Context: an optimization exercise on an open-source flow, tuned for small area, a short achievable clock period and few clock cycles. The choices shown serve that exercise and are no tape-out recipe. RTL that was checked went through simulation tests only; none was proved equivalent to the original. The RTL of run 1 was laid out without a check of its function. No activity file was given, so power comes from the tool's default toggle rates.

===== design.v =====
module psg_chan #(
    parameter KIND = 1                  
) (
    input  wire         clk,
    input  wire         rst,
    input  wire         do_init,
    input  wire         do_setvol,      
    input  wire         do_setpitch,
    input  wire         do_release,     
    input  wire         do_tick,
    input  wire         do_stop,
    input  wire         do_env,         
    input  wire         do_adv,         
    input  wire         spec_en,        
    input  wire         do_peak,
    input  wire [5:0]   peak_in,
    input  wire         do_sus,
    input  wire         sus_setvel,     
    input  wire [5:0]   sus_in,
    input  wire [7:0]   op_velocity,
    input  wire [31:0]  op_duration,
    input  wire [31:0]  op_adsr,        
    input  wire [1:0]   op_panpot,
    input  wire [47:0]  op_inc,
    input  wire [127:0] op_arg,
    output reg          tick_res,       
    output wire         late,
    output wire         env_wr,         
    output wire [7:0]   note_vel_o,
    output wire [3:0]   s_o,
    output wire [5:0]   peak_o,
    output wire         ea,             
    output wire [1:0]   panpot_o,
    output reg  signed [15:0] term,     
    output wire [5:0]   ev_o,           
    output wire signed [10:0] dw_o      
);
    localparam [2:0] S_INIT = 3'd0, S_RISE = 3'd1, S_DEC = 3'd2, S_PLAY = 3'd3,
                     S_REL  = 3'd4, S_DYING = 3'd5, S_DEAD = 3'd6;
    localparam PW = (KIND == 1) ? 3 : ((KIND == 2) ? 5 : 15);
    reg [2:0]    state, nxt;
    reg [3:0]    step;
    reg [5:0]    vel, peak, sus;
    reg [1:0]    panpot;
    reg [2:0]    a_r, d_r, r_r;
    reg [3:0]    s_r;
    reg [7:0]    note_vel;
    reg [31:0]   dur;
    reg [PW+31:0] inc;
    reg [31:0]   frac;
    reg [PW-1:0] pos;
    reg [1:0]    duty;
    reg          npat;
    reg [127:0]  wave;
    reg signed [9:0] nws;               
    assign late       = (state >= S_REL);
    assign note_vel_o = note_vel;
    assign s_o        = s_r;
    assign peak_o     = peak;
    assign panpot_o   = panpot;
    reg [2:0] e_state, e_next;
    reg [3:0] e_step;
    reg [5:0] e_vel;
    always @* begin
        e_state = state;
        e_next  = nxt;
        e_step  = step;
        e_vel   = vel;
        case (state)
            S_INIT: begin
                e_next = S_RISE;
                e_step = 4'd0;
                if ((a_r | d_r) == 3'd0 || (sus == 6'd0 && peak == 6'd0)) begin
                    e_state = S_PLAY;  e_vel = sus;
                end else if (a_r == 3'd0 && s_r < 4'd15) begin
                    e_state = S_DEC;
                    e_vel   = (peak == 6'd0) ? sus : ((peak - 6'd1 > sus) ? peak - 6'd1 : sus);
                end else if (a_r == 3'd0) begin
                    e_state = S_PLAY;  e_vel = sus;
                end else begin
                    e_state = S_RISE;  e_vel = 6'd1;
                end
            end
            S_RISE: begin
                e_step = step + 4'd1;
                if (e_step >= {1'b0, a_r}) begin
                    if (nxt == S_DEC) begin
                        e_state = S_DEC;
                        dec_entry;
                    end else if (nxt == S_PLAY) begin
                        e_state = S_PLAY;
                        e_step  = 4'd0;
                    end else if (nxt == S_REL) begin
                        e_state = S_REL;
                        rel_entry;
                    end else begin
                        e_step = 4'd0;
                        e_vel  = vel + 6'd1;
                        if ({1'b0, vel} + 7'd1 >= {1'b0, peak}) begin
                            e_vel  = peak;
                            e_next = (d_r == 3'd0 || peak == sus) ? S_PLAY : S_DEC;
                        end
                    end
                end
            end
            S_DEC: begin
                e_step = step + 4'd1;
                if (e_step >= {1'b0, d_r}) begin
                    if (nxt == S_PLAY) begin
                        e_state = S_PLAY;
                        e_step  = 4'd0;
                    end else if (nxt == S_REL) begin
                        e_state = S_REL;
                        rel_entry;
                    end else begin
                        dec_entry;
                    end
                end
            end
            S_PLAY: begin
                if (nxt == S_REL) begin
                    e_state = S_REL;
                    e_step  = step + 4'd1;
                    rel_entry;
                end else begin
                    e_step = 4'd0;
                end
            end
            S_REL: begin
                e_step = step + 4'd1;
                if (e_step >= {1'b0, r_r}) begin
                    if (nxt == S_DYING) e_state = S_DEAD;
                    else                rel_entry;
                end
            end
            default: ;
        endcase
    end
    task dec_entry;
        begin
            e_step = 4'd0;
            if ({1'b0, vel} <= {1'b0, sus} + 7'd1) begin
                e_vel  = sus;
                e_next = S_PLAY;
            end else begin
                e_vel = vel - 6'd1;
            end
        end
    endtask
    task rel_entry;
        begin
            if (r_r == 3'd0) begin
                e_vel   = 6'd0;
                e_state = S_DEAD;
            end else begin
                e_step = 4'd0;
                if (vel <= 6'd1) begin
                    e_next = S_DYING;
                    e_vel  = 6'd0;
                end else begin
                    e_vel = vel - 6'd1;
                end
            end
        end
    endtask
    reg [5:0]        ev;
    reg              ea_r;
    reg signed [9:0] qh, ql;            
    reg signed [6:0] evn;               
    assign ev_o = ev;
    assign ea   = ea_r;
    wire [8:0] v1 = {3'b0, e_vel};
    wire [8:0] v2 = {2'b0, e_vel, 1'b0};
    wire [8:0] v4 = {1'b0, e_vel, 2'b0};
    wire [8:0] v8 = {e_vel, 3'b0};
    reg  signed [9:0] qh_n, ql_n;
    always @* begin
        case (duty)
            2'd0:    begin qh_n = $signed({1'b0, v8 - v1}); ql_n = -$signed({1'b0, v1}); end
            2'd1:    begin qh_n = $signed({1'b0, v4 + v2}); ql_n = -$signed({1'b0, v2}); end
            2'd2:    begin qh_n = $signed({1'b0, v4});      ql_n = -$signed({1'b0, v4}); end
            default: begin qh_n = $signed({1'b0, v2});      ql_n = -$signed({1'b0, v4 + v2}); end
        endcase
    end
    always @(posedge clk) begin
        if (spec_en) begin
            ev   <= e_vel;
            ea_r <= (e_state != S_DEAD);
            if (KIND == 1) begin
                qh <= qh_n;
                ql <= ql_n;
            end
            if (KIND == 3)
                evn <= -$signed({1'b0, e_vel});
        end
    end
    function carry32(input [31:0] a, input [31:0] b);
        reg [31:0] g, p;
        integer lv, j;
        begin
            g = a & b;
            p = a | b;
            for (lv = 1; lv < 32; lv = lv * 2)
                for (j = 31; j >= lv; j = j - 1) begin
                    g[j] = g[j] | (p[j] & g[j - lv]);
                    p[j] = p[j] & p[j - lv];
                end
            carry32 = g[31];
        end
    endfunction
    wire          c32     = carry32(frac, inc[31:0]);
    wire [31:0]   frac_nx = frac + inc[31:0];
    wire          hold    = (KIND == 2) && rc;
    wire [PW-1:0] inc_i   = hold ? {PW{1'b0}} : inc[PW+31:32];
    wire [PW-1:0] ps0     = pos + inc_i;
    wire [PW-1:0] ps1     = pos + inc_i + 1'b1;
    wire [PW-1:0] pos_sum = (c32 && !hold) ? ps1 : ps0;
    wire [PW-1:0] pos_nx  = (KIND == 3 && npat) ? (pos_sum & 7'h7f) : pos_sum;
    function [14:0] fine_r(input [6:0] b);
        case (b)
            7'd0: fine_r = 15'h0001;
            7'd1: fine_r = 15'h0002;
            7'd2: fine_r = 15'h0004;
            7'd3: fine_r = 15'h0008;
            7'd4: fine_r = 15'h0010;
            7'd5: fine_r = 15'h0020;
            7'd6: fine_r = 15'h0040;
            7'd7: fine_r = 15'h0080;
            7'd8: fine_r = 15'h0100;
            7'd9: fine_r = 15'h0200;
            7'd10: fine_r = 15'h0400;
            7'd11: fine_r = 15'h0800;
            7'd12: fine_r = 15'h1000;
            7'd13: fine_r = 15'h2000;
            7'd14: fine_r = 15'h4001;
            7'd15: fine_r = 15'h0003;
            7'd16: fine_r = 15'h0006;
            7'd17: fine_r = 15'h000c;
            7'd18: fine_r = 15'h0018;
            7'd19: fine_r = 15'h0030;
            7'd20: fine_r = 15'h0060;
            7'd21: fine_r = 15'h00c0;
            7'd22: fine_r = 15'h0180;
            7'd23: fine_r = 15'h0300;
            7'd24: fine_r = 15'h0600;
            7'd25: fine_r = 15'h0c00;
            7'd26: fine_r = 15'h1800;
            7'd27: fine_r = 15'h3000;
            7'd28: fine_r = 15'h6001;
            7'd29: fine_r = 15'h4002;
            7'd30: fine_r = 15'h0005;
            7'd31: fine_r = 15'h000a;
            7'd32: fine_r = 15'h0014;
            7'd33: fine_r = 15'h0028;
            7'd34: fine_r = 15'h0050;
            7'd35: fine_r = 15'h00a0;
            7'd36: fine_r = 15'h0140;
            7'd37: fine_r = 15'h0280;
            7'd38: fine_r = 15'h0500;
            7'd39: fine_r = 15'h0a00;
            7'd40: fine_r = 15'h1400;
            7'd41: fine_r = 15'h2800;
            7'd42: fine_r = 15'h5001;
            7'd43: fine_r = 15'h2003;
            7'd44: fine_r = 15'h4007;
            7'd45: fine_r = 15'h000f;
            7'd46: fine_r = 15'h001e;
            7'd47: fine_r = 15'h003c;
            7'd48: fine_r = 15'h0078;
            7'd49: fine_r = 15'h00f0;
            7'd50: fine_r = 15'h01e0;
            7'd51: fine_r = 15'h03c0;
            7'd52: fine_r = 15'h0780;
            7'd53: fine_r = 15'h0f00;
            7'd54: fine_r = 15'h1e00;
            7'd55: fine_r = 15'h3c00;
            7'd56: fine_r = 15'h7801;
            7'd57: fine_r = 15'h7002;
            7'd58: fine_r = 15'h6004;
            7'd59: fine_r = 15'h4008;
            7'd60: fine_r = 15'h0011;
            7'd61: fine_r = 15'h0022;
            7'd62: fine_r = 15'h0044;
            7'd63: fine_r = 15'h0088;
            7'd64: fine_r = 15'h0110;
            7'd65: fine_r = 15'h0220;
            7'd66: fine_r = 15'h0440;
            7'd67: fine_r = 15'h0880;
            7'd68: fine_r = 15'h1100;
            7'd69: fine_r = 15'h2200;
            7'd70: fine_r = 15'h4401;
            7'd71: fine_r = 15'h0803;
            7'd72: fine_r = 15'h1006;
            7'd73: fine_r = 15'h200c;
            7'd74: fine_r = 15'h4019;
            7'd75: fine_r = 15'h0033;
            7'd76: fine_r = 15'h0066;
            7'd77: fine_r = 15'h00cc;
            7'd78: fine_r = 15'h0198;
            7'd79: fine_r = 15'h0330;
            7'd80: fine_r = 15'h0660;
            7'd81: fine_r = 15'h0cc0;
            7'd82: fine_r = 15'h1980;
            7'd83: fine_r = 15'h3300;
            7'd84: fine_r = 15'h6601;
            7'd85: fine_r = 15'h4c02;
            7'd86: fine_r = 15'h1805;
            7'd87: fine_r = 15'h300a;
            7'd88: fine_r = 15'h6015;
            7'd89: fine_r = 15'h402a;
            7'd90: fine_r = 15'h0055;
            7'd91: fine_r = 15'h00aa;
            7'd92: fine_r = 15'h0154;
            7'd93: fine_r = 15'h02a8;
            7'd94: fine_r = 15'h0550;
            7'd95: fine_r = 15'h0aa0;
            7'd96: fine_r = 15'h1540;
            7'd97: fine_r = 15'h2a80;
            7'd98: fine_r = 15'h5501;
            7'd99: fine_r = 15'h2a03;
            7'd100: fine_r = 15'h5407;
            7'd101: fine_r = 15'h280f;
            7'd102: fine_r = 15'h501f;
            7'd103: fine_r = 15'h203f;
            7'd104: fine_r = 15'h407f;
            7'd105: fine_r = 15'h00ff;
            7'd106: fine_r = 15'h01fe;
            7'd107: fine_r = 15'h03fc;
            7'd108: fine_r = 15'h07f8;
            7'd109: fine_r = 15'h0ff0;
            7'd110: fine_r = 15'h1fe0;
            7'd111: fine_r = 15'h3fc0;
            7'd112: fine_r = 15'h7f81;
            7'd113: fine_r = 15'h7f02;
            7'd114: fine_r = 15'h7e04;
            7'd115: fine_r = 15'h7c08;
            7'd116: fine_r = 15'h7810;
            7'd117: fine_r = 15'h7020;
            7'd118: fine_r = 15'h6040;
            7'd119: fine_r = 15'h4080;
            7'd120: fine_r = 15'h0101;
            7'd121: fine_r = 15'h0202;
            7'd122: fine_r = 15'h0404;
            7'd123: fine_r = 15'h0808;
            7'd124: fine_r = 15'h1010;
            7'd125: fine_r = 15'h2020;
            7'd126: fine_r = 15'h4041;
            7'd127: fine_r = 15'h0083;
            default: fine_r = 15'h0000;
        endcase
    endfunction
    function [14:0] fine_w(input [7:0] a);
        case (a)
            8'd0: fine_w = 15'h4000;
            8'd1: fine_w = 15'h3040;
            8'd2: fine_w = 15'h2400;
            8'd3: fine_w = 15'h1b24;
            8'd4: fine_w = 15'h1040;
            8'd5: fine_w = 15'h3c20;
            8'd6: fine_w = 15'h0924;
            8'd7: fine_w = 15'h1dd2;
            8'd8: fine_w = 15'h3400;
            8'd9: fine_w = 15'h1734;
            8'd10: fine_w = 15'h1940;
            8'd11: fine_w = 15'h3ae9;
            8'd12: fine_w = 15'h0d34;
            8'd13: fine_w = 15'h12da;
            8'd14: fine_w = 15'h3649;
            8'd15: fine_w = 15'h7040;
            8'd16: fine_w = 15'h1440;
            8'd17: fine_w = 15'h3f24;
            8'd18: fine_w = 15'h0b64;
            8'd19: fine_w = 15'h2c60;
            8'd20: fine_w = 15'h3504;
            8'd21: fine_w = 15'h14f6;
            8'd22: fine_w = 15'h29d2;
            8'd23: fine_w = 15'h2334;
            8'd24: fine_w = 15'h0e74;
            8'd25: fine_w = 15'h23a9;
            8'd26: fine_w = 15'h37dd;
            8'd27: fine_w = 15'h1fee;
            8'd28: fine_w = 15'h2493;
            8'd29: fine_w = 15'h4609;
            8'd30: fine_w = 15'h6400;
            8'd31: fine_w = 15'h2b64;
            8'd32: fine_w = 15'h3440;
            8'd33: fine_w = 15'h2704;
            8'd34: fine_w = 15'h1964;
            8'd35: fine_w = 15'h21f2;
            8'd36: fine_w = 15'h3d24;
            8'd37: fine_w = 15'h0ae6;
            8'd38: fine_w = 15'h2d40;
            8'd39: fine_w = 15'h2ddd;
            8'd40: fine_w = 15'h1474;
            8'd41: fine_w = 15'h2833;
            8'd42: fine_w = 15'h3b7d;
            8'd43: fine_w = 15'h629a;
            8'd44: fine_w = 15'h2209;
            8'd45: fine_w = 15'h4f64;
            8'd46: fine_w = 15'h1f24;
            8'd47: fine_w = 15'h1344;
            8'd48: fine_w = 15'h3e60;
            8'd49: fine_w = 15'h3896;
            8'd50: fine_w = 15'h1cd6;
            8'd51: fine_w = 15'h37c2;
            8'd52: fine_w = 15'h27a6;
            8'd53: fine_w = 15'h009d;
            8'd54: fine_w = 15'h39a9;
            8'd55: fine_w = 15'h3c47;
            8'd56: fine_w = 15'h134e;
            8'd57: fine_w = 15'h59e7;
            8'd58: fine_w = 15'h4093;
            8'd59: fine_w = 15'h6d6d;
            8'd60: fine_w = 15'h5040;
            8'd61: fine_w = 15'h0c60;
            8'd62: fine_w = 15'h2d24;
            8'd63: fine_w = 15'h06f6;
            8'd64: fine_w = 15'h2440;
            8'd65: fine_w = 15'h2b14;
            8'd66: fine_w = 15'h1064;
            8'd67: fine_w = 15'h273b;
            8'd68: fine_w = 15'h3934;
            8'd69: fine_w = 15'h05ee;
            8'd70: fine_w = 15'h2f09;
            8'd71: fine_w = 15'h4aa9;
            8'd72: fine_w = 15'h1974;
            8'd73: fine_w = 15'h2dfe;
            8'd74: fine_w = 15'h3d2d;
            8'd75: fine_w = 15'h5c20;
            8'd76: fine_w = 15'h2144;
            8'd77: fine_w = 15'h2bd2;
            8'd78: fine_w = 15'h22b6;
            8'd79: fine_w = 15'h0f54;
            8'd80: fine_w = 15'h3b70;
            8'd81: fine_w = 15'h375f;
            8'd82: fine_w = 15'h1e0f;
            8'd83: fine_w = 15'h3cda;
            8'd84: fine_w = 15'h2ae7;
            8'd85: fine_w = 15'h65a0;
            8'd86: fine_w = 15'h53dd;
            8'd87: fine_w = 15'h348a;
            8'd88: fine_w = 15'h10d3;
            8'd89: fine_w = 15'h610d;
            8'd90: fine_w = 15'h7d64;
            8'd91: fine_w = 15'h0a96;
            8'd92: fine_w = 15'h0964;
            8'd93: fine_w = 15'h2de2;
            8'd94: fine_w = 15'h3424;
            8'd95: fine_w = 15'h0c2f;
            8'd96: fine_w = 15'h2950;
            8'd97: fine_w = 15'h22d5;
            8'd98: fine_w = 15'h163d;
            8'd99: fine_w = 15'h4f47;
            8'd100: fine_w = 15'h367d;
            8'd101: fine_w = 15'h6757;
            8'd102: fine_w = 15'h2459;
            8'd103: fine_w = 15'h71de;
            8'd104: fine_w = 15'h1c69;
            8'd105: fine_w = 15'h77f2;
            8'd106: fine_w = 15'h03f2;
            8'd107: fine_w = 15'h2486;
            8'd108: fine_w = 15'h19c6;
            8'd109: fine_w = 15'h380b;
            8'd110: fine_w = 15'h257f;
            8'd111: fine_w = 15'h0b85;
            8'd112: fine_w = 15'h34e8;
            8'd113: fine_w = 15'h597a;
            8'd114: fine_w = 15'h793a;
            8'd115: fine_w = 15'h512a;
            8'd116: fine_w = 15'h430e;
            8'd117: fine_w = 15'h5587;
            8'd118: fine_w = 15'h6db7;
            8'd119: fine_w = 15'h6b9b;
            8'd120: fine_w = 15'h7400;
            8'd121: fine_w = 15'h2774;
            8'd122: fine_w = 15'h3d40;
            8'd123: fine_w = 15'h21cd;
            8'd124: fine_w = 15'h1d74;
            8'd125: fine_w = 15'h2efa;
            8'd126: fine_w = 15'h3f6d;
            8'd127: fine_w = 15'h6d92;
            8'd128: fine_w = 15'h2040;
            8'd129: fine_w = 15'h2810;
            8'd130: fine_w = 15'h1224;
            8'd131: fine_w = 15'h1689;
            8'd132: fine_w = 15'h3830;
            8'd133: fine_w = 15'h062c;
            8'd134: fine_w = 15'h1f9b;
            8'd135: fine_w = 15'h5374;
            8'd136: fine_w = 15'h1a34;
            8'd137: fine_w = 15'h1c8d;
            8'd138: fine_w = 15'h3cb9;
            8'd139: fine_w = 15'h338e;
            8'd140: fine_w = 15'h1197;
            8'd141: fine_w = 15'h52ff;
            8'd142: fine_w = 15'h4dd2;
            8'd143: fine_w = 15'h0850;
            8'd144: fine_w = 15'h3a34;
            8'd145: fine_w = 15'h04ad;
            8'd146: fine_w = 15'h2eb9;
            8'd147: fine_w = 15'h3e1c;
            8'd148: fine_w = 15'h19b7;
            8'd149: fine_w = 15'h4cef;
            8'd150: fine_w = 15'h4940;
            8'd151: fine_w = 15'h06b9;
            8'd152: fine_w = 15'h2034;
            8'd153: fine_w = 15'h0f37;
            8'd154: fine_w = 15'h2219;
            8'd155: fine_w = 15'h4368;
            8'd156: fine_w = 15'h1f2d;
            8'd157: fine_w = 15'h4582;
            8'd158: fine_w = 15'h3264;
            8'd159: fine_w = 15'h3e99;
            8'd160: fine_w = 15'h2a14;
            8'd161: fine_w = 15'h10a5;
            8'd162: fine_w = 15'h27ab;
            8'd163: fine_w = 15'h5558;
            8'd164: fine_w = 15'h05af;
            8'd165: fine_w = 15'h4ff9;
            8'd166: fine_w = 15'h268d;
            8'd167: fine_w = 15'h2f03;
            8'd168: fine_w = 15'h2d2e;
            8'd169: fine_w = 15'h6171;
            8'd170: fine_w = 15'h5c45;
            8'd171: fine_w = 15'h5aaf;
            8'd172: fine_w = 15'h77e6;
            8'd173: fine_w = 15'h0cfd;
            8'd174: fine_w = 15'h148d;
            8'd175: fine_w = 15'h3ab1;
            8'd176: fine_w = 15'h370e;
            8'd177: fine_w = 15'h72f3;
            8'd178: fine_w = 15'h50f7;
            8'd179: fine_w = 15'h4a56;
            8'd180: fine_w = 15'h6974;
            8'd181: fine_w = 15'h098e;
            8'd182: fine_w = 15'h022d;
            8'd183: fine_w = 15'h4c5f;
            8'd184: fine_w = 15'h3d34;
            8'd185: fine_w = 15'h06ea;
            8'd186: fine_w = 15'h2d49;
            8'd187: fine_w = 15'h7b1b;
            8'd188: fine_w = 15'h1870;
            8'd189: fine_w = 15'h2e3c;
            8'd190: fine_w = 15'h0dbf;
            8'd191: fine_w = 15'h45fd;
            8'd192: fine_w = 15'h2204;
            8'd193: fine_w = 15'h1aa1;
            8'd194: fine_w = 15'h2322;
            8'd195: fine_w = 15'h60fa;
            8'd196: fine_w = 15'h0ba3;
            8'd197: fine_w = 15'h4e72;
            8'd198: fine_w = 15'h716b;
            8'd199: fine_w = 15'h3bde;
            8'd200: fine_w = 15'h2ba3;
            8'd201: fine_w = 15'h5652;
            8'd202: fine_w = 15'h636b;
            8'd203: fine_w = 15'h364c;
            8'd204: fine_w = 15'h2383;
            8'd205: fine_w = 15'h4842;
            8'd206: fine_w = 15'h67f9;
            8'd207: fine_w = 15'h38a5;
            8'd208: fine_w = 15'h3983;
            8'd209: fine_w = 15'h43d8;
            8'd210: fine_w = 15'h6b59;
            8'd211: fine_w = 15'h45d1;
            8'd212: fine_w = 15'h3f19;
            8'd213: fine_w = 15'h4ab5;
            8'd214: fine_w = 15'h107d;
            8'd215: fine_w = 15'h7df1;
            8'd216: fine_w = 15'h3539;
            8'd217: fine_w = 15'h5527;
            8'd218: fine_w = 15'h15cf;
            8'd219: fine_w = 15'h6bc1;
            8'd220: fine_w = 15'h2fbb;
            8'd221: fine_w = 15'h5f5c;
            8'd222: fine_w = 15'h0126;
            8'd223: fine_w = 15'h7a5b;
            8'd224: fine_w = 15'h2881;
            8'd225: fine_w = 15'h2e88;
            8'd226: fine_w = 15'h7ac8;
            8'd227: fine_w = 15'h75ac;
            8'd228: fine_w = 15'h5ac8;
            8'd229: fine_w = 15'h6d8c;
            8'd230: fine_w = 15'h48c8;
            8'd231: fine_w = 15'h601e;
            8'd232: fine_w = 15'h40e8;
            8'd233: fine_w = 15'h7e0e;
            8'd234: fine_w = 15'h447a;
            8'd235: fine_w = 15'h70e7;
            8'd236: fine_w = 15'h5e7a;
            8'd237: fine_w = 15'h7b7d;
            8'd238: fine_w = 15'h52da;
            8'd239: fine_w = 15'h0609;
            8'd240: fine_w = 15'h5440;
            8'd241: fine_w = 15'h0f64;
            8'd242: fine_w = 15'h2f64;
            8'd243: fine_w = 15'h3744;
            8'd244: fine_w = 15'h2544;
            8'd245: fine_w = 15'h28d6;
            8'd246: fine_w = 15'h20f6;
            8'd247: fine_w = 15'h3ee6;
            8'd248: fine_w = 15'h3a74;
            8'd249: fine_w = 15'h349d;
            8'd250: fine_w = 15'h2e9d;
            8'd251: fine_w = 15'h2507;
            8'd252: fine_w = 15'h29a7;
            8'd253: fine_w = 15'h54d3;
            8'd254: fine_w = 15'h5249;
            8'd255: fine_w = 15'h5b24;
            default: fine_w = 15'h0000;
        endcase
    endfunction
    localparam [127:0] ROUGH = 128'h7f54cee9637b5b2470be57344f143040;
    reg               nf, nr;           
    reg signed [10:0] dw;               
    reg               rc;               
    assign dw_o = dw;
    wire [14:0] npos = pos_nx;
    wire        nf_n = ^(fine_r(npos[6:0]) & fine_w(npos[14:7]));
    wire        nr_n = ROUGH[npos[6:0]];
    wire [4:0]        waddr = pos_nx;   
    wire [3:0]        nib_n = wave[{waddr[4:1], ~waddr[0], 2'b00} +: 4];
    wire signed [10:0] dw_n = $signed({2'b00, nib_n, 5'b00000}) + nws;
    reg               wbusy;
    reg [1:0]         wq;
    wire [31:0] wquar = wave[32*wq +: 32];
    wire [6:0]  qsum  = ((wquar[3:0] + wquar[7:4]) + (wquar[11:8] + wquar[15:12])) +
                        ((wquar[19:16] + wquar[23:20]) + (wquar[27:24] + wquar[31:28]));
    reg sq_hi;
    always @* begin
        case (duty)
            2'd0:    sq_hi = (pos[2:0] == 3'd0);
            2'd1:    sq_hi = (pos[2:0] <= 3'd1);
            2'd2:    sq_hi = (pos[2:0] <= 3'd3);
            default: sq_hi = (pos[2:0] <= 3'd5);
        endcase
        if (KIND == 1)
            term = sq_hi ? $signed({qh, 6'd0}) : $signed({ql, 6'd0});
        else if (KIND == 3)
            term = (npat ? nr : nf) ? $signed({2'b00, ev, 8'd0}) : $signed({evn, 8'd0});
        else
            term = 16'sd0;
    end
    wire tick_exp = do_tick && !late && (dur == 32'd1);
    always @* begin
        if (late)               tick_res = 1'b0;
        else if (dur == 32'd0)  tick_res = 1'b1;
        else                    tick_res = (dur != 32'd1);
    end
    assign env_wr = do_init || do_peak || do_sus || do_release || tick_exp || do_stop ||
                    do_env || (KIND == 2 && (wbusy || rc));
    always @(posedge clk) begin
        if (rst) begin
            state <= S_DEAD;
            nxt   <= S_INIT;
            step  <= 4'd0;
            vel   <= 6'd0;
            frac  <= 32'd0;
            pos   <= {PW{1'b0}};
            nf    <= 1'b0;
            nr    <= 1'b0;
            wbusy <= 1'b0;
            rc    <= 1'b0;
        end else begin
            if (do_init)
                state <= S_INIT;
            if (do_sus && sus_setvel && state == S_PLAY)
                vel <= sus_in;
            if (do_release) begin
                if (r_r == 3'd0) begin
                    vel   <= 6'd0;
                    state <= S_DEAD;
                end else if (vel == 6'd0) begin
                    state <= S_DEAD;
                end else begin
                    nxt <= S_REL;
                end
            end
            if (tick_exp) begin
                if (vel == 6'd0 || r_r == 3'd0) begin
                    if (r_r == 3'd0) vel <= 6'd0;
                    state <= S_DEAD;
                end else begin
                    state <= S_REL;
                end
            end
            if (do_stop)
                state <= S_DEAD;
            if (do_env) begin
                state <= e_state;
                nxt   <= e_next;
                step  <= e_step;
                vel   <= e_vel;
            end
            if (do_adv) begin
                frac <= frac_nx;
                pos  <= pos_nx;
                if (KIND == 3) begin
                    nf <= nf_n;
                    nr <= nr_n;
                end
            end
            if (KIND == 2) begin
                rc <= wbusy && (wq == 2'd3) && !do_init;
                if (do_init) begin
                    wbusy <= 1'b1;
                    wq    <= 2'd0;
                end else if (wbusy) begin
                    wq <= wq + 1'b1;
                    if (wq == 2'd3) wbusy <= 1'b0;
                end
            end
        end
    end
    always @(posedge clk) begin
        if (do_init) begin
            note_vel <= op_velocity;
            dur      <= op_duration;
            a_r      <= op_adsr[2:0];
            d_r      <= op_adsr[10:8];
            s_r      <= op_adsr[19:16];
            r_r      <= op_adsr[26:24];
            if (KIND == 1) duty <= op_arg[1:0];
            if (KIND == 2) wave <= op_arg;
            if (KIND == 3) npat <= op_arg[0];
        end
        if (do_init || do_setvol)
            panpot <= op_panpot;
        if (do_init || do_setpitch)
            inc <= op_inc[PW+31:0];
        if (do_tick && !late && dur != 32'd0)
            dur <= dur - 32'd1;
        if (do_peak)
            peak <= peak_in;
        if (do_sus)
            sus <= sus_in;
        if (KIND == 2) begin
            if (do_adv || rc)
                dw <= dw_n;
            if (do_init)
                nws <= 10'sd0;
            else if (wbusy)
                nws <= nws - $signed({3'b000, qsum});
        end
    end
endmodule
module psg_voice #(
    parameter NFRAMES = 16              
) (
    input  wire         clk,
    input  wire         rst,
    input  wire         cmd_valid,
    output wire         cmd_ready,
    input  wire [3:0]   cmd_op,
    input  wire [1:0]   cmd_ch,
    input  wire [7:0]   cmd_velocity,
    input  wire [31:0]  cmd_duration,
    input  wire [31:0]  cmd_adsr,       
    input  wire [7:0]   cmd_vol,
    input  wire [7:0]   cmd_pan,
    input  wire [47:0]  cmd_inc,
    input  wire [127:0] cmd_arg,
    output reg          rsp_valid,
    output reg  [1:0]   rsp_status,
    output reg          rsp_tick,
    output reg          smp_valid,
    input  wire         smp_ready,
    output reg          smp_last,
    output reg  signed [17:0] smp_left,
    output reg  signed [17:0] smp_right
);
    localparam [3:0] OP_INIT_PCM8 = 4'h1, OP_INIT_SQUARE = 4'h2, OP_INIT_WAVE = 4'h3,
                     OP_INIT_NOISE = 4'h4, OP_SET_VOLUME = 4'h5, OP_SET_PITCH = 4'h6,
                     OP_RELEASE = 4'h7, OP_TICK_NOTE = 4'h8, OP_PROCESS = 4'h9,
                     OP_STOP = 4'hA, OP_MIX_BLOCK = 4'hB;
    localparam [1:0] ST_OK = 2'd0, ST_REFUSED = 2'd1, ST_FAULT = 2'd2, ST_HALTED = 2'd3;
    localparam [1:0] P_LEFT = 2'd0, P_CENTER = 2'd1, P_RIGHT = 2'd2;
    localparam FW = $clog2(NFRAMES);
    reg          ready;                 
    reg          faulted;
    reg [FW-1:0] nleft;                 
    reg [3:0]    bsel;                  
    reg          bpend;                 
    reg          bpend_mix;
    reg [1:0]    bpend_ch;
    reg          brsp;                  
    reg          q_valid;               
    reg [1:0]    q_status;
    reg          q_tick;
    reg          v2;                    
    reg [1:0]    v2_ch;
    reg          v2_setvel;
    reg [7:0]    v2_vol;
    reg          v3;                    
    reg [1:0]    v3_ch;
    reg          v3_setvel;
    reg [5:0]    v3_pk;
    reg [3:0]    fr1;                   
    assign cmd_ready = ready;
    wire accept = cmd_valid && ready;
    wire op_reserved = (cmd_op == 4'h0) || (cmd_op >= 4'hC);
    wire op_refused  = op_reserved || (cmd_op == OP_MIX_BLOCK && cmd_ch != 2'd0);
    reg  kind_bad;
    always @* begin
        case (cmd_op)
            OP_INIT_PCM8:   kind_bad = 1'b1;
            OP_INIT_SQUARE: kind_bad = (cmd_ch != 2'd0) && (cmd_ch != 2'd1);
            OP_INIT_WAVE:   kind_bad = (cmd_ch != 2'd2);
            OP_INIT_NOISE:  kind_bad = (cmd_ch != 2'd3);
            default:        kind_bad = 1'b0;
        endcase
    end
    wire run = accept && !faulted && !op_refused && !kind_bad;
    wire [3:0] ch_sel   = 4'b0001 << cmd_ch;
    wire       is_init  = (cmd_op == OP_INIT_SQUARE) || (cmd_op == OP_INIT_WAVE) ||
                          (cmd_op == OP_INIT_NOISE);
    wire       is_block = (cmd_op == OP_PROCESS) || (cmd_op == OP_MIX_BLOCK);
    wire       run_blk  = run && is_block;
    wire [3:0] late;
    wire [3:0] do_init     = (run && is_init)                   ? ch_sel : 4'b0;
    wire [3:0] do_setvol   = (run && cmd_op == OP_SET_VOLUME)   ? (ch_sel & ~late) : 4'b0;
    wire [3:0] do_setpitch = (run && cmd_op == OP_SET_PITCH)    ? ch_sel : 4'b0;
    wire [3:0] do_release  = (run && cmd_op == OP_RELEASE)      ? (ch_sel & ~late) : 4'b0;
    wire [3:0] do_tick     = (run && cmd_op == OP_TICK_NOTE)    ? ch_sel : 4'b0;
    wire [3:0] do_stop     = (run && cmd_op == OP_STOP)         ? ch_sel : 4'b0;
    wire       vol_go      = |(do_init | do_setvol);
    wire [1:0] op_panpot = ($signed(cmd_pan) < -8'sd21) ? P_LEFT :
                           ($signed(cmd_pan) >  8'sd20) ? P_RIGHT : P_CENTER;
    function [35:0] csa(input [17:0] a, input [17:0] b, input [17:0] c);
        begin
            csa[17:0]  = a ^ b ^ c;
            csa[35:18] = {((a[16:0] & b[16:0]) | (a[16:0] & c[16:0]) | (b[16:0] & c[16:0])), 1'b0};
        end
    endfunction
    function [17:0] add18(input [17:0] a, input [17:0] b);
        reg [17:0] g, p, x;
        integer lv, j;
        begin
            g = a & b;
            p = a ^ b;
            x = p;
            for (lv = 1; lv < 18; lv = lv * 2)
                for (j = 17; j >= lv; j = j - 1) begin
                    g[j] = g[j] | (p[j] & g[j - lv]);
                    p[j] = p[j] & p[j - lv];
                end
            add18 = x ^ {g[16:0], 1'b0};
        end
    endfunction
    wire out_free = !smp_valid || smp_ready;
    wire idle     = (nleft == {FW{1'b0}});            
    wire       acc_mix = run_blk && (cmd_op == OP_MIX_BLOCK);
    wire [3:0] bmask   = bpend ? (bpend_mix ? 4'b1111 : (4'b0001 << bpend_ch)) : 4'b1111;
    wire [3:0] f_sel   = !idle ? bsel : bmask;
    wire [3:0] fresh    = fr1;
    wire       f_fresh  = &(fresh | ~bmask);
    wire start     = (acc_mix || bpend) && out_free && f_fresh;    
    wire cont      = !idle && smp_valid && smp_ready;              
    wire load      = start || cont;
    wire last_load = cont && (nleft == 1);
    wire spec_en   = (idle && !start) || last_load;
    wire [7:0]  nv_o [0:3];
    wire [3:0]  s_o  [0:3];
    wire [5:0]  pk_o [0:3];
    wire [7:0]  mv = nv_o[v2_ch];
    wire [17:0] mr0 = v2_vol[0] ? {10'd0, mv}       : 18'd0;
    wire [17:0] mr1 = v2_vol[1] ? {9'd0, mv, 1'b0}  : 18'd0;
    wire [17:0] mr2 = v2_vol[2] ? {8'd0, mv, 2'b0}  : 18'd0;
    wire [17:0] mr3 = v2_vol[3] ? {7'd0, mv, 3'b0}  : 18'd0;
    wire [17:0] mr4 = v2_vol[4] ? {6'd0, mv, 4'b0}  : 18'd0;
    wire [17:0] mr5 = v2_vol[5] ? {5'd0, mv, 5'b0}  : 18'd0;
    wire [17:0] mr6 = v2_vol[6] ? {4'd0, mv, 6'b0}  : 18'd0;
    wire [17:0] mr7 = v2_vol[7] ? {3'd0, mv, 7'b0}  : 18'd0;
    wire [35:0] m1 = csa(mr0, mr1, mr2);
    wire [35:0] m2 = csa(mr3, mr4, mr5);
    wire [35:0] m3 = csa(m1[17:0], m1[35:18], m2[17:0]);
    wire [35:0] m4 = csa(m2[35:18], mr6, mr7);
    wire [35:0] m5 = csa(m3[17:0], m3[35:18], m4[17:0]);
    wire [35:0] m6 = csa(m5[17:0], m5[35:18], m4[35:18]);
    wire [17:0] v2_prod = add18(m6[17:0], m6[35:18]);
    wire [5:0]  v2_peak = v2_prod[15:10];
    wire [3:0]  sv = s_o[v3_ch];
    wire [17:0] sr0 = sv[0] ? {12'd0, v3_pk}       : 18'd0;
    wire [17:0] sr1 = sv[1] ? {11'd0, v3_pk, 1'b0} : 18'd0;
    wire [17:0] sr2 = sv[2] ? {10'd0, v3_pk, 2'b0} : 18'd0;
    wire [17:0] sr3 = sv[3] ? {9'd0, v3_pk, 3'b0}  : 18'd0;
    wire [35:0] s1 = csa(sr0, sr1, sr2);
    wire [35:0] s2 = csa(s1[17:0], s1[35:18], sr3);
    wire [35:0] s3 = csa(s2[17:0], s2[35:18], 18'd15);
    wire [17:0] v3_t   = add18(s3[17:0], s3[35:18]);
    wire [5:0]  v3_sus = v3_t[9:4];
    wire [3:0]         tick_res;
    wire [3:0]         env_wr;
    wire [3:0]         ea;
    wire [1:0]         panpot [0:3];
    wire signed [15:0] term   [0:3];
    wire [5:0]         ev     [0:3];
    wire signed [10:0] dw     [0:3];
    genvar g;
    generate
        for (g = 0; g < 4; g = g + 1) begin : ch
            psg_chan #(.KIND(g < 2 ? 1 : (g == 2 ? 2 : 3))) u_chan (
                .clk         (clk),
                .rst         (rst),
                .do_init     (do_init[g]),
                .do_setvol   (do_setvol[g]),
                .do_setpitch (do_setpitch[g]),
                .do_release  (do_release[g]),
                .do_tick     (do_tick[g]),
                .do_stop     (do_stop[g]),
                .do_env      (start && f_sel[g]),
                .do_adv      (load && f_sel[g] && ea[g]),
                .spec_en     (spec_en),
                .do_peak     (v2 && v2_ch == g),
                .peak_in     (v2_peak),
                .do_sus      (v3 && v3_ch == g),
                .sus_setvel  (v3_setvel),
                .sus_in      (v3_sus),
                .op_velocity (cmd_velocity),
                .op_duration (cmd_duration),
                .op_adsr     (cmd_adsr),
                .op_panpot   (op_panpot),
                .op_inc      (cmd_inc),
                .op_arg      (cmd_arg),
                .tick_res    (tick_res[g]),
                .late        (late[g]),
                .env_wr      (env_wr[g]),
                .note_vel_o  (nv_o[g]),
                .s_o         (s_o[g]),
                .peak_o      (pk_o[g]),
                .ea          (ea[g]),
                .panpot_o    (panpot[g]),
                .term        (term[g]),
                .ev_o        (ev[g]),
                .dw_o        (dw[g])
            );
        end
    endgenerate
    wire [3:0] gl, gr;
    genvar h;
    generate
        for (h = 0; h < 4; h = h + 1) begin : gate
            assign gl[h] = ea[h] && (panpot[h] != P_RIGHT);
            assign gr[h] = ea[h] && (panpot[h] != P_LEFT);
        end
    endgenerate
    wire [17:0] t0 = {{2{term[0][15]}}, term[0]};
    wire [17:0] t1 = {{2{term[1][15]}}, term[1]};
    wire [17:0] t3 = {{2{term[3][15]}}, term[3]};
    wire [17:0] dwx = {{7{dw[2][10]}}, dw[2]};
    wire [5:0]  evw = ev[2];
    wire [17:0] w0 = evw[0] ? dwx        : 18'd0;
    wire [17:0] w1 = evw[1] ? (dwx << 1) : 18'd0;
    wire [17:0] w2 = evw[2] ? (dwx << 2) : 18'd0;
    wire [17:0] w3 = evw[3] ? (dwx << 3) : 18'd0;
    wire [17:0] w4 = evw[4] ? (dwx << 4) : 18'd0;
    wire [17:0] w5 = evw[5] ? (dwx << 5) : 18'd0;
    function [17:0] side(input [3:0] gg, input [17:0] a0, input [17:0] a1, input [17:0] a3,
                         input [17:0] x0, input [17:0] x1, input [17:0] x2,
                         input [17:0] x3, input [17:0] x4, input [17:0] x5);
        reg [17:0] b0, b1, b3, y0, y1, y2, y3, y4, y5;
        reg [35:0] c1, c2, c3, c4, c5, c6, c7;
        begin
            b0 = gg[0] ? a0 : 18'd0;
            b1 = gg[1] ? a1 : 18'd0;
            b3 = gg[3] ? a3 : 18'd0;
            y0 = gg[2] ? x0 : 18'd0;
            y1 = gg[2] ? x1 : 18'd0;
            y2 = gg[2] ? x2 : 18'd0;
            y3 = gg[2] ? x3 : 18'd0;
            y4 = gg[2] ? x4 : 18'd0;
            y5 = gg[2] ? x5 : 18'd0;
            c1 = csa(b0, b1, b3);
            c2 = csa(y0, y1, y2);
            c3 = csa(y3, y4, y5);
            c4 = csa(c1[17:0], c1[35:18], c2[17:0]);
            c5 = csa(c2[35:18], c3[17:0], c3[35:18]);
            c6 = csa(c4[17:0], c4[35:18], c5[17:0]);
            c7 = csa(c6[17:0], c6[35:18], c5[35:18]);
            side = add18(c7[17:0], c7[35:18]);
        end
    endfunction
    wire [17:0] mix_l = side(gl & f_sel, t0, t1, t3, w0, w1, w2, w3, w4, w5);
    wire [17:0] mix_r = side(gr & f_sel, t0, t1, t3, w0, w1, w2, w3, w4, w5);
    wire last_out = smp_valid && smp_ready && idle && smp_last;   
    reg       n_q_valid, n_brsp, n_v2, n_v3, n_bpend;
    reg [FW-1:0] n_nleft;
    always @* begin
        n_nleft = nleft;
        if (start)     n_nleft = NFRAMES - 1;
        else if (cont) n_nleft = nleft - 1'b1;
        n_bpend   = (bpend || run_blk) && !start;
        n_brsp    = (brsp && !last_out) || start;
        n_q_valid = (q_valid && (brsp || last_out)) || (accept && !run_blk);
        n_v2      = vol_go;
        n_v3      = v2;
    end
    always @(posedge clk) begin
        if (rst) begin
            ready     <= 1'b1;
            faulted   <= 1'b0;
            nleft     <= {FW{1'b0}};
            bpend     <= 1'b0;
            brsp      <= 1'b0;
            q_valid   <= 1'b0;
            v2        <= 1'b0;
            v3        <= 1'b0;
            fr1       <= 4'b0;
            smp_valid <= 1'b0;
            smp_last  <= 1'b0;
            rsp_valid <= 1'b0;
        end else begin
            nleft   <= n_nleft;
            bpend   <= n_bpend;
            brsp    <= n_brsp;
            q_valid <= n_q_valid;
            v2      <= n_v2;
            v3      <= n_v3;
            fr1     <= spec_en ? ~env_wr : 4'b0;
            ready   <= (n_nleft == {FW{1'b0}}) && !n_bpend && !n_v2 && !(n_v3 && v2_setvel) &&
                       !(n_q_valid && n_brsp);
            if (accept && !faulted && !op_refused && kind_bad)
                faulted <= 1'b1;
            if (load) begin
                smp_valid <= 1'b1;
                smp_last  <= cont && (nleft == 1);
            end else if (smp_valid && smp_ready) begin
                smp_valid <= 1'b0;
            end
            if (last_out) begin
                rsp_valid <= 1'b1;
            end else begin
                rsp_valid <= q_valid && !brsp;
            end
        end
    end
    always @(posedge clk) begin
        if (last_out) begin
            rsp_status <= ST_OK;
            rsp_tick   <= 1'b0;
        end else begin
            rsp_status <= q_status;
            rsp_tick   <= q_tick;
        end
        if (accept && !run_blk) begin
            if (faulted)          q_status <= ST_HALTED;
            else if (op_refused)  q_status <= ST_REFUSED;
            else if (kind_bad)    q_status <= ST_FAULT;
            else                  q_status <= ST_OK;
            q_tick <= run && (cmd_op == OP_TICK_NOTE) && tick_res[cmd_ch];
        end
        if (run_blk && !start) begin
            bpend_mix <= (cmd_op == OP_MIX_BLOCK);
            bpend_ch  <= cmd_ch;
        end
        if (start)
            bsel <= f_sel;
        if (load) begin
            smp_left  <= mix_l;
            smp_right <= mix_r;
        end
        if (vol_go) begin
            v2_ch     <= cmd_ch;
            v2_vol    <= cmd_vol;
            v2_setvel <= !is_init && (cmd_op == OP_SET_VOLUME);
        end
        if (v2) begin
            v3_ch     <= v2_ch;
            v3_setvel <= v2_setvel;
            v3_pk     <= v2_peak;
        end
    end
endmodule

===== run.sh =====
#!/bin/bash
# synth_recipe.tcl (not shown) runs the flow's synth.tcl, then flattens the netlist and writes it again
# the make line also repeats each setting of config.mk as NAME=value (left out here)
make -C /OpenROAD-flow-scripts/flow DESIGN_CONFIG=/design/flow/config.mk WORK_HOME=/design/flow/orfs CLKGATE_MAP_FILE= SYNTH_SCRIPT=/design/flow/synth_recipe.tcl finish

===== config.mk =====
export PLATFORM = sky130hd
export DESIGN_NAME = psg_voice
export DESIGN_NICKNAME = psg_voice
export VERILOG_FILES = /design/flow/design.v
export SDC_FILE = /design/flow/constraint.sdc
export NUM_CORES = 4
export LEC_CHECK = 0
export ABC_CLOCK_PERIOD_IN_PS = 4000
export CAP_MARGIN = 40
export CORE_MARGIN = 2
export CORE_UTILIZATION = 40
export SETUP_SLACK_MARGIN = 5
export SLEW_MARGIN = 40

===== constraint.sdc =====
create_clock -name core_clock -period 18.0 [get_ports {clk}]
set_input_delay 3.6000 -clock core_clock [delete_from_list [all_inputs] [get_ports {clk}]]
set_output_delay 3.6000 -clock core_clock [all_outputs]
set_load 0.01 [all_outputs]

==> flow_metrics.env, run 1 <==
export IMPL_dp_slack_ns=8.827
export IMPL_cp_end_kind="flip-flop"
export IMPL_grt_pass1_vias=63580
export IMPL_whs_ns=0.4526
export IMPL_hp_class="reg -> reg"
export IMPL_post_cts_buffers=0
export IMPL_skew_ns=0.05821
export IMPL_fp_dieH_um=442.4
export IMPL_netlist_area_mm2=0.07687
export IMPL_drtIter0Drc=6990
export IMPL_crit_type="reg -> reg"
export IMPL_syn_inst=8630
export IMPL_cts_clk_slew_worst_paths_ns=0.06
export IMPL_coreArea_mm2=0.1906
export IMPL_fillers=18410
export IMPL_place_congestion=0.9845
export IMPL_finalHoldViolations=0
export IMPL_die_area_mm2=0.1957
export IMPL_tritoncts="done"
export IMPL_ctsHoldBuffers=0
export IMPL_crit_required_ns=18.67
export IMPL_grt_pass1_wl_mm=387.2
export IMPL_nets=9851
export IMPL_period_share_pct=47.72
export IMPL_max_cap_violations=0
export IMPL_hold_path_end="v3_setvel"
export IMPL_rows=160
export IMPL_ios=317
export IMPL_synth_distinct_cells=108
export IMPL_finalSetupViolations=0
export IMPL_drv_slew=0
export IMPL_antenna_found_initial=33
export IMPL_post_cts_resize_count=0
export IMPL_powerDensity_mw_per_mm2=60.90
export IMPL_max_freq_mhz=116.4
export IMPL_r2r_cells=24
export IMPL_grt_ovfl_total=0
export IMPL_min_period_ns=8.590
export IMPL_drive_gt1_share_pct=6.501
export IMPL_crit_fanout=24
export IMPL_clkSinkCount=941
export IMPL_synth_ff_type="edfxtp_1"
export IMPL_startpoint_type="flip-flop"
export IMPL_antenna_left=0
export IMPL_synth_nets=9749
export IMPL_synth_edff_count=688
export IMPL_final_seq_area_mm2=0.02573
export IMPL_drc=0
export IMPL_start_util_pct=40.33
export IMPL_leakage_nw=33.78
export IMPL_arrival_ns=9.26
export IMPL_hold_depth=0
export IMPL_cts_made_buffers=109
export IMPL_fin_total_pwr_mw=5.279
export IMPL_die_w_um=442.4
export IMPL_ys_warn_count=4
export IMPL_grt_setup_unrepaired="no"
export IMPL_ir_drop_mv=0.08030
export IMPL_async_flop_share_pct=0
export IMPL_num_vias=66420
export IMPL_grt_max_degree=83
export IMPL_routedWlPerCell_um=22.43
export IMPL_cts_root_buf="clkbuf_16"
export IMPL_cts_max_path_buffers=3
export IMPL_worst_pin_slew_ns=0.9636
export IMPL_h_tree_depth=3
export IMPL_ys_ff_latch=941
export IMPL_wl_mm=254.7
export IMPL_tns_ns=0
export IMPL_clk_latency_ns=0.77
export IMPL_drt_pass1_iter_count=8
export IMPL_syn2layout_area_growth_pct=12.76
export IMPL_reg2reg_to="ch[3].u_chan.nf"
export IMPL_grtUsageTotal_pct=25.18
export IMPL_hpwl_mm=188.6
export IMPL_vias_per_cell=5.849
export IMPL_slew_headroom_pct=35.62
export IMPL_portBuffers=296
export IMPL_worstHoldStart="v2_setvel"
export IMPL_setup_slack_ns=9.410
export IMPL_status="timing/DRC/antenna clean"
export IMPL_seq_area_frac_synth_pct=33.46
export IMPL_multi_input_area_mm2=0.04685
export IMPL_avgSynthCellArea_um2=8.907
export IMPL_timing_rr_start="ch[3].u_chan.frac[28]"
export IMPL_r2r_setup_slack_ns=9.41
area by class of cell:
class	count	area share [%]
sequential	941	29.68
clock buffer	124	3.271
multi-input combinational	6454	54.05
timing repair buffer	432	4.651
inverter	794	3.451
clock inverter	84	1.227
antenna	15	0.04331
tap	2511	3.625
layout by cell type (no fill, tap or decap), types with 252 or more instances in the layout:
cell / instances
ha_1: 619
o21ai_0: 475
xnor2_1: 277
nor2_1: 703
dfxtp_1: 252
a21oi_1: 737
inv_1: 787
clkdlybuf4s50_1: 295
edfxtp_1: 688
nand2_1: 836
worst max-delay path by stage:
stage	slack, ns	endpoint	depth (start not counted)	start
after floorplan	7.70	fr1[1]	12	cmd_op[0]
after global placement	8.64	ch[2].u_chan.dw[7]	16	cmd_op[0]
after detailed placement	8.83	ch[2].u_chan.dw[10]	16	cmd_op[0]
after CTS	9.67	ch[2].u_chan.dw[10]	16	cmd_op[0]
after global routing	9.01	ch[3].u_chan.nf	24	ch[3].u_chan.frac[28]
final	9.41	ch[3].u_chan.nf	24	ch[3].u_chan.frac[28]
kinds of logic (layout without fill, tap and decap cells):
logic type / Yosys count / in the layout / share of synthesized area (%)
AND/OR/NAND/NOR: 2711 / 2711 / 16.63
XOR/XNOR: 443 / 443 / 5.111
buffers and inverters: 1235 / 1434 / 6.224
multiplexers: 220 / 220 / 4.282
AO/OA/AOI/OAI: 2235 / 2235 / 18.34
other: 0 / 15 / 0
flip-flops: 941 / 941 / 33.46
adder cells (fa/ha/maj): 845 / 845 / 15.95
stage by stage:
step	util (%)	area, um^2	instances
2_1_floorplan	-	76870	8630
3_5_place_dp	43.38	82670	11130
4_1_cts	45.42	86570	11340
3_3_place_gp	43.26	82440	11130
6_report	45.48	86680	11360
5_1_grt	45.47	86660	11350
cell usage after synthesis (25+ instances only):
library cell | n | area, um^2
and2_1 | 118 | 738.2
nand2_1 | 838 | 3146
a211oi_1 | 119 | 893.4
o21a_1 | 51 | 382.9
o2111ai_1 | 26 | 227.7
fa_1 | 225 | 4504
ha_1 | 620 | 7757
o311ai_0 | 25 | 219.0
a22oi_1 | 27 | 202.7
nand4_1 | 49 | 306.5
a31oi_1 | 97 | 606.8
a2111oi_0 | 25 | 219.0
dfxtp_1 | 253 | 5065
nor3_1 | 219 | 1096
buf_1 | 29 | 108.9
xor2_1 | 155 | 1358
inv_1 | 789 | 2962
xnor2_1 | 284 | 2487
nor2b_1 | 86 | 538.0
o211ai_1 | 87 | 653.1
o31ai_1 | 51 | 382.9
buf_2 | 71 | 355.3
or2_2 | 27 | 168.9
o22ai_1 | 56 | 350.3
clkbuf_1 | 328 | 1231
a21o_1 | 106 | 795.8
mux2i_1 | 119 | 1191
nor4_1 | 67 | 419.2
mux4_2 | 85 | 1914
and3_1 | 89 | 556.8
a21oi_1 | 740 | 3704
nand2b_1 | 99 | 619.3
a221oi_1 | 38 | 332.8
or3_1 | 88 | 550.5
o21bai_1 | 32 | 240.2
nor2_1 | 725 | 2721
o221ai_1 | 39 | 341.6
o21ai_0 | 480 | 2402
nor3b_1 | 30 | 225.2
edfxtp_1 | 688 | 20660
nand3_1 | 182 | 910.9
state kept, by name, summed over array words and instances (netlist names), 18 cells and up:
| name | count |
|---|---|
| ch.u_chan.pos | 26 |
| ch.u_chan.vel | 24 |
| smp_left | 18 |
| ch.u_chan.peak | 24 |
| ch.u_chan.note_vel | 32 |
| ch.u_chan.ql | 20 |
| ch.u_chan.inc | 154 |
| ch.u_chan.dur | 128 |
| ch.u_chan.frac | 128 |
| ch.u_chan.wave | 128 |
| smp_right | 18 |
| ch.u_chan.sus | 24 |
critical path, stage by stage (launching register included):
cell	delay, ns
dfxtp_1	0.37
inv_1	0.07
ha_1	0.21
nor3_1	0.37
nand4_1	0.21
nor4b_1	0.46
o211a_1	0.37
o31a_1	0.56
and4_1	0.34
nor2_1	0.05
buf_4	0.30
inv_1	0.14
ha_2	0.62
clkinv_1	0.77
a31oi_1	0.89
a21oi_1	0.19
nor2_1	0.14
a311oi_1	0.07
a211o_1	0.33
a311oi_1	0.63
o21ai_0	0.24
xnor2_1	0.30
xnor3_1	0.25
xnor3_1	0.41
a211oi_2	0.21
report_power, final:
part,total (mW),internal (mW),switching [mW]
clock network,2.40,1.40,1.00
registers,2.40,2.37,0.0365
logic,0.475,0.191,0.284
total,5.28,3.96,1.32
metal layers:
layer / up-vias / global-route usage, % / part of all wire [%]
met5: - / 0 / 0.045
met4: 16 / 10.55 / 4.5
met3: 544 / 4.022 / 7.3
met2: 2628 / 39.42 / 44
met1: 32150 / 34.50 / 44
li1: 31080 / - / -
==> run 2, diff against run 1 <==
--- a/design.v
+++ b/design.v
@@ -781,3 +781,4 @@
     reg [FW-1:0] nleft;                 
-    reg [3:0]    bsel;                  
+    reg          bmix;                  
+    reg [1:0]    bch;                   
     reg          bpend;                 
@@ -851,8 +852,8 @@
     wire idle     = (nleft == {FW{1'b0}});            
-    wire       acc_mix = run_blk && (cmd_op == OP_MIX_BLOCK);
-    wire [3:0] bmask   = bpend ? (bpend_mix ? 4'b1111 : (4'b0001 << bpend_ch)) : 4'b1111;
-    wire [3:0] f_sel   = !idle ? bsel : bmask;
+    wire       f_mix = !idle ? bmix : (bpend ? bpend_mix : (cmd_op == OP_MIX_BLOCK));
+    wire [1:0] f_ch  = !idle ? bch  : (bpend ? bpend_ch  : cmd_ch);
+    wire [3:0] f_sel = f_mix ? 4'b1111 : (4'b0001 << f_ch);
     wire [3:0] fresh    = fr1;
-    wire       f_fresh  = &(fresh | ~bmask);
-    wire start     = (acc_mix || bpend) && out_free && f_fresh;    
+    wire       f_fresh  = f_mix ? (&fresh) : fresh[f_ch];
+    wire start     = (run_blk || bpend) && out_free && f_fresh;    
     wire cont      = !idle && smp_valid && smp_ready;              
@@ -957,2 +958,7 @@
     wire [17:0] w5 = evw[5] ? (dwx << 5) : 18'd0;
+    wire [35:0] wa = csa(w0, w1, w2);
+    wire [35:0] wb = csa(w3, w4, w5);
+    wire [35:0] wc = csa(wa[17:0], wa[35:18], wb[17:0]);
+    wire [35:0] wd = csa(wc[17:0], wc[35:18], wb[35:18]);
+    wire [17:0] wt = add18(wd[17:0], wd[35:18]);
     function [17:0] side(input [3:0] gg, input [17:0] a0, input [17:0] a1, input [17:0] a3,
@@ -982,4 +988,15 @@
     endfunction
-    wire [17:0] mix_l = side(gl & f_sel, t0, t1, t3, w0, w1, w2, w3, w4, w5);
-    wire [17:0] mix_r = side(gr & f_sel, t0, t1, t3, w0, w1, w2, w3, w4, w5);
+    wire [17:0] all_l = side(gl, t0, t1, t3, w0, w1, w2, w3, w4, w5);
+    wire [17:0] all_r = side(gr, t0, t1, t3, w0, w1, w2, w3, w4, w5);
+    reg [17:0] one_l, one_r;
+    always @* begin
+        case (f_ch)
+            2'd0:    begin one_l = gl[0] ? t0 : 18'd0; one_r = gr[0] ? t0 : 18'd0; end
+            2'd1:    begin one_l = gl[1] ? t1 : 18'd0; one_r = gr[1] ? t1 : 18'd0; end
+            2'd2:    begin one_l = gl[2] ? wt : 18'd0; one_r = gr[2] ? wt : 18'd0; end
+            default: begin one_l = gl[3] ? t3 : 18'd0; one_r = gr[3] ? t3 : 18'd0; end
+        endcase
+    end
+    wire [17:0] mix_l = f_mix ? all_l : one_l;
+    wire [17:0] mix_r = f_mix ? all_r : one_r;
     wire last_out = smp_valid && smp_ready && idle && smp_last;   
@@ -1055,4 +1072,6 @@
         end
-        if (start)
-            bsel <= f_sel;
+        if (start) begin
+            bmix <= f_mix;
+            bch  <= f_ch;
+        end
         if (load) begin
--- a/config.mk
+++ b/config.mk
@@ -7,7 +7,5 @@
 export LEC_CHECK = 0
-export ABC_CLOCK_PERIOD_IN_PS = 4000
-export CAP_MARGIN = 40
+export CAP_MARGIN = 20
 export CORE_MARGIN = 2
 export CORE_UTILIZATION = 40
-export SETUP_SLACK_MARGIN = 5
-export SLEW_MARGIN = 40
+export SLEW_MARGIN = 20
==> run 2 against run 1 <==
Net effect:
- sequential share of layout area is 0.92 points lower
- clock power hardly changed
- non-clock buffer count is 10 lower
- synthesized area is 3.9% higher
- worst setup slack worse by 0.81 ns
- final cell count is 4.8% higher
- global-route usage is 1.3 points higher
==> flow_metrics.env, run 2 <==
export IMPL_drt_pass1_iter_count=8
export IMPL_yosysTopAreaCell="edfxtp_1"
export IMPL_tns_ns=0
export IMPL_drv_slew=0
export IMPL_crit_fanout=44
export IMPL_combPwrFrac_pct=14.4
export IMPL_synth_area_leaders="edfxtp_1 26%, ha_1 10%, fa_1 6.8%, dfxtp_1 6.3%, a21oi_1 4.8%"
export IMPL_clk_latency_ns=0.75
export IMPL_drive_gt1_share_pct=5.908
export IMPL_skew_ns=0.04406
export IMPL_routedWlPerCell_um=23.23
export IMPL_cts_made_buffers=109
export IMPL_ys_top_cells_by_count="888 x inv_1, 879 x nand2_1, 780 x nor2_1, 763 x a21oi_1, 687 x edfxtp_1"
export IMPL_max_stage_delay_ns=0.95
export IMPL_period_share_pct=52.23
export IMPL_drtIter0Drc=7010
export IMPL_portBuffers=296
export IMPL_cts_root_buf="clkbuf_16"
export IMPL_drc=0
export IMPL_slew_headroom_pct=18.12
export IMPL_grt_pass1_vias=68230
export IMPL_swShare_pct=27.43
export IMPL_cts_clk_slew_worst_paths_ns=0.06
export IMPL_synth_most_common_cell="inv_1"
export IMPL_share_seq_of_total_power_pct=43.3
export IMPL_cp_end_kind="flip-flop"
export IMPL_post_cts_resize_count=0
export IMPL_worst_pin_slew_ns=1.220
export IMPL_grt_setup_unrepaired="no"
export IMPL_startpoint_type="input pin"
export IMPL_wl_mm=276.5
export IMPL_hp_class="reg -> reg"
export IMPL_max_cap_violations=0
export IMPL_synth_distinct_cells=124
export IMPL_most_common_layout_cells="887 x inv_1, 879 x nand2_1, 771 x nor2_1"
export IMPL_grt_max_degree=136
export IMPL_seq_area_frac_synth_pct=32.18
export IMPL_crit_chain="clkdlybuf4s50_1 > buf_4 > mux2i_1 > a21o_1 > inv_1 > nor2_1 > nand2_1 > a21oi_1 > o221a_2 > nand2b_1 > inv_1 > nor2_1 > inv_2 > buf_4 > nand3_2 > nand2b_1"
export IMPL_ctsHoldBuffers=0
export IMPL_arrival_ns=9.78
export IMPL_grt_pass1_wl_mm=419.9
export IMPL_async_flop_share_pct=0
export IMPL_nets=10350
export IMPL_largest_register_ffs=154
export IMPL_layout_commonest_cell="inv_1"
export IMPL_coreArea_mm2=0.1978
export IMPL_netlist_area_mm2=0.07984
export IMPL_grt_ovfl_total=0
export IMPL_ys_warn_count=4
export IMPL_syn_inst=9111
export IMPL_grtUsageTotal_pct=26.45
export IMPL_hold_depth=2
export IMPL_leakage_nw=35.31
export IMPL_powerDensity_mw_per_mm2=63.52
export IMPL_h_tree_depth=3
export IMPL_ios=317
export IMPL_regMostFlops="ch.u_chan.inc"
export IMPL_rows=163
export IMPL_r2r_cells=26
export IMPL_post_cts_buffers=0
export IMPL_synth_top_area_share_pct=25.84
export IMPL_intPower_mw=4.118
export IMPL_synth_edff_count=687
export IMPL_vias_per_cell=5.914
export IMPL_critPathSlowestCell="nand3_2"
export IMPL_tritoncts="done"
export IMPL_finalHoldViolations=0
export IMPL_finalSetupViolations=0
export IMPL_max_freq_mhz=106.4
export IMPL_ir_drop_mv=0.06721
export IMPL_clock_power_share_pct=42.4
export IMPL_ys_ff_latch=940
export IMPL_start_util_pct=40.36
export IMPL_place_congestion=1.028
export IMPL_hpwl_mm=203.9
export IMPL_antenna_left=0
export IMPL_p_switching_mw=1.557
export IMPL_status="timing/DRC/antenna clean"
export IMPL_die_w_um=450.8
export IMPL_crit_required_ns=18.37
export IMPL_synth_nets=10290
export IMPL_fin_total_pwr_mw=5.675
export IMPL_min_period_ns=9.402
export IMPL_cts_max_path_buffers=3
export IMPL_fp_dieH_um=450.8
export IMPL_fillers=19100
export IMPL_syn2layout_area_growth_pct=11.89
export IMPL_crit_type="in -> reg"
export IMPL_clkSinkCount=940
export IMPL_synth_ff_type="edfxtp_1"
export IMPL_antenna_found_initial=25
export IMPL_die_area_mm2=0.2032
export IMPL_num_vias=70400
export IMPL_avgSynthCellArea_um2=8.763
-- run 2: changes by cell type after synthesis, sizes merged, moves of 26 or more --
cell	before	now
nand2	840	881
nor3	219	270
buf	113	142
a21o	106	135
nand3	185	260
o22ai	56	130
fa	225	272
nor2	727	782
a21oi	741	767
inv	790	891
xnor2	285	314
and3	90	60
-- run 2: power groups by stage --
stage	combinational (mW)	sequential (mW)	clock [mW]
floorplan	0.501	2.47	0
global placement	0.789	2.50	0
detailed placement	0.807	2.50	0
CTS	0.814	2.45	2.45
global route	0.899	2.46	2.54
finish	0.816	2.46	2.40
-- run 2: per-stage QoR --
stage	utilization, %	setup slack, ns	instances	cell area, um^2	hold WS, ns
global route	45.16	8.237	11900	89330	0.4577
detailed placement	43.14	7.907	11690	85350	0.4390
global placement	43.14	8.035	11690	85340	0.4359
floorplan	-	7.769	9111	79840	0.4203
finish	45.16	8.598	11900	89340	0.4512
CTS	45.10	8.679	11890	89220	0.4525
-- run 2: kinds of logic after synthesis --
logic type	share of synthesized area [%]
AO/OA/AOI/OAI	19.56
XOR/XNOR	5.021
adder cells (fa/ha/maj)	16.78
buffers and inverters	6.740
flip-flops	32.18
multiplexers	3.159
AND/OR/NAND/NOR	16.56
-- run 2: path summary, 6_finish.rpt --
kind	start	to	slack (ns)
worst min-delay path	ch[3].u_chan.nf	ch[3].u_chan.nf	0.45
worst min register to register	ch[3].u_chan.nf	ch[3].u_chan.nf	0.45
worst max-delay path	cmd_ch[0]	ch[2].u_chan.dw[1]	8.60
worst max register to register	ch[3].u_chan.inc[0]	ch[3].u_chan.nf	9.00
-- run 2: per-layer routing --
layer,up-vias,GRT usage [%],part of all wire (%)
li1,32610,-,-
met1,34220,36.02,43
met2,2966,41.63,45
met3,588,3.993,7.4
met4,18,11.45,4.8
met5,-,0,0.037
-- run 2: layout make-up --
type,count,area [um^2],share of cell area [%]
clock buffers,126,2873,3.216
diodes,6,15.01,0.01681
repair buffers,422,3975,4.450
well taps,2640,3303,3.697
inverters,897,3372,3.774
clock inverters,79,992.2,1.111
flip-flops and latches,940,25690,28.76
multi-input cells,6794,49110,54.97
-- run 2: critical path, delay by kind of cell --
family	cells	cell delay, ns
AOI/OAI and AO/OA	3	1.09
muxes	1	0.19
buffers and inverters	6	2.18
and+or+nand+nor	6	2.61
Testbench counts of run 2, summed over its fixed seeds: cycles 56,884.

-- port drivers added, routing unchanged --
In the flow no input, the clock included, has a driving cell. The finished layouts below were timed again as built, in two steps.
Step 1 sets driving cells, clkbuf_16 on the clock port and buf_2 on the other inputs (assumed; they add their load-dependent delay and slew).
Step 2 also shifts input and output timing later by t, the mid clock arrival at the registers, as if the neighbouring blocks saw the same clock.
Slacks: no drivers / after step 1 / after step 2; pairs: no drivers / after step 1.
| run | t (ns) | setup WS [ns] | latest minus earliest clock arrival (ns) |
|---|---|---|---|
| run 1 | 0.832 | 9.410 / 9.410 / 8.656 | 0.061 / 0.062 |
| run 2 | 0.827 | 8.598 / 8.670 / 7.843 | 0.048 / 0.048 |
After both steps setup and hold are still met in every run listed. The setup slack of run 2, which loses most, moves by +0.072 ns with the drivers and by -0.755 ns with both steps.
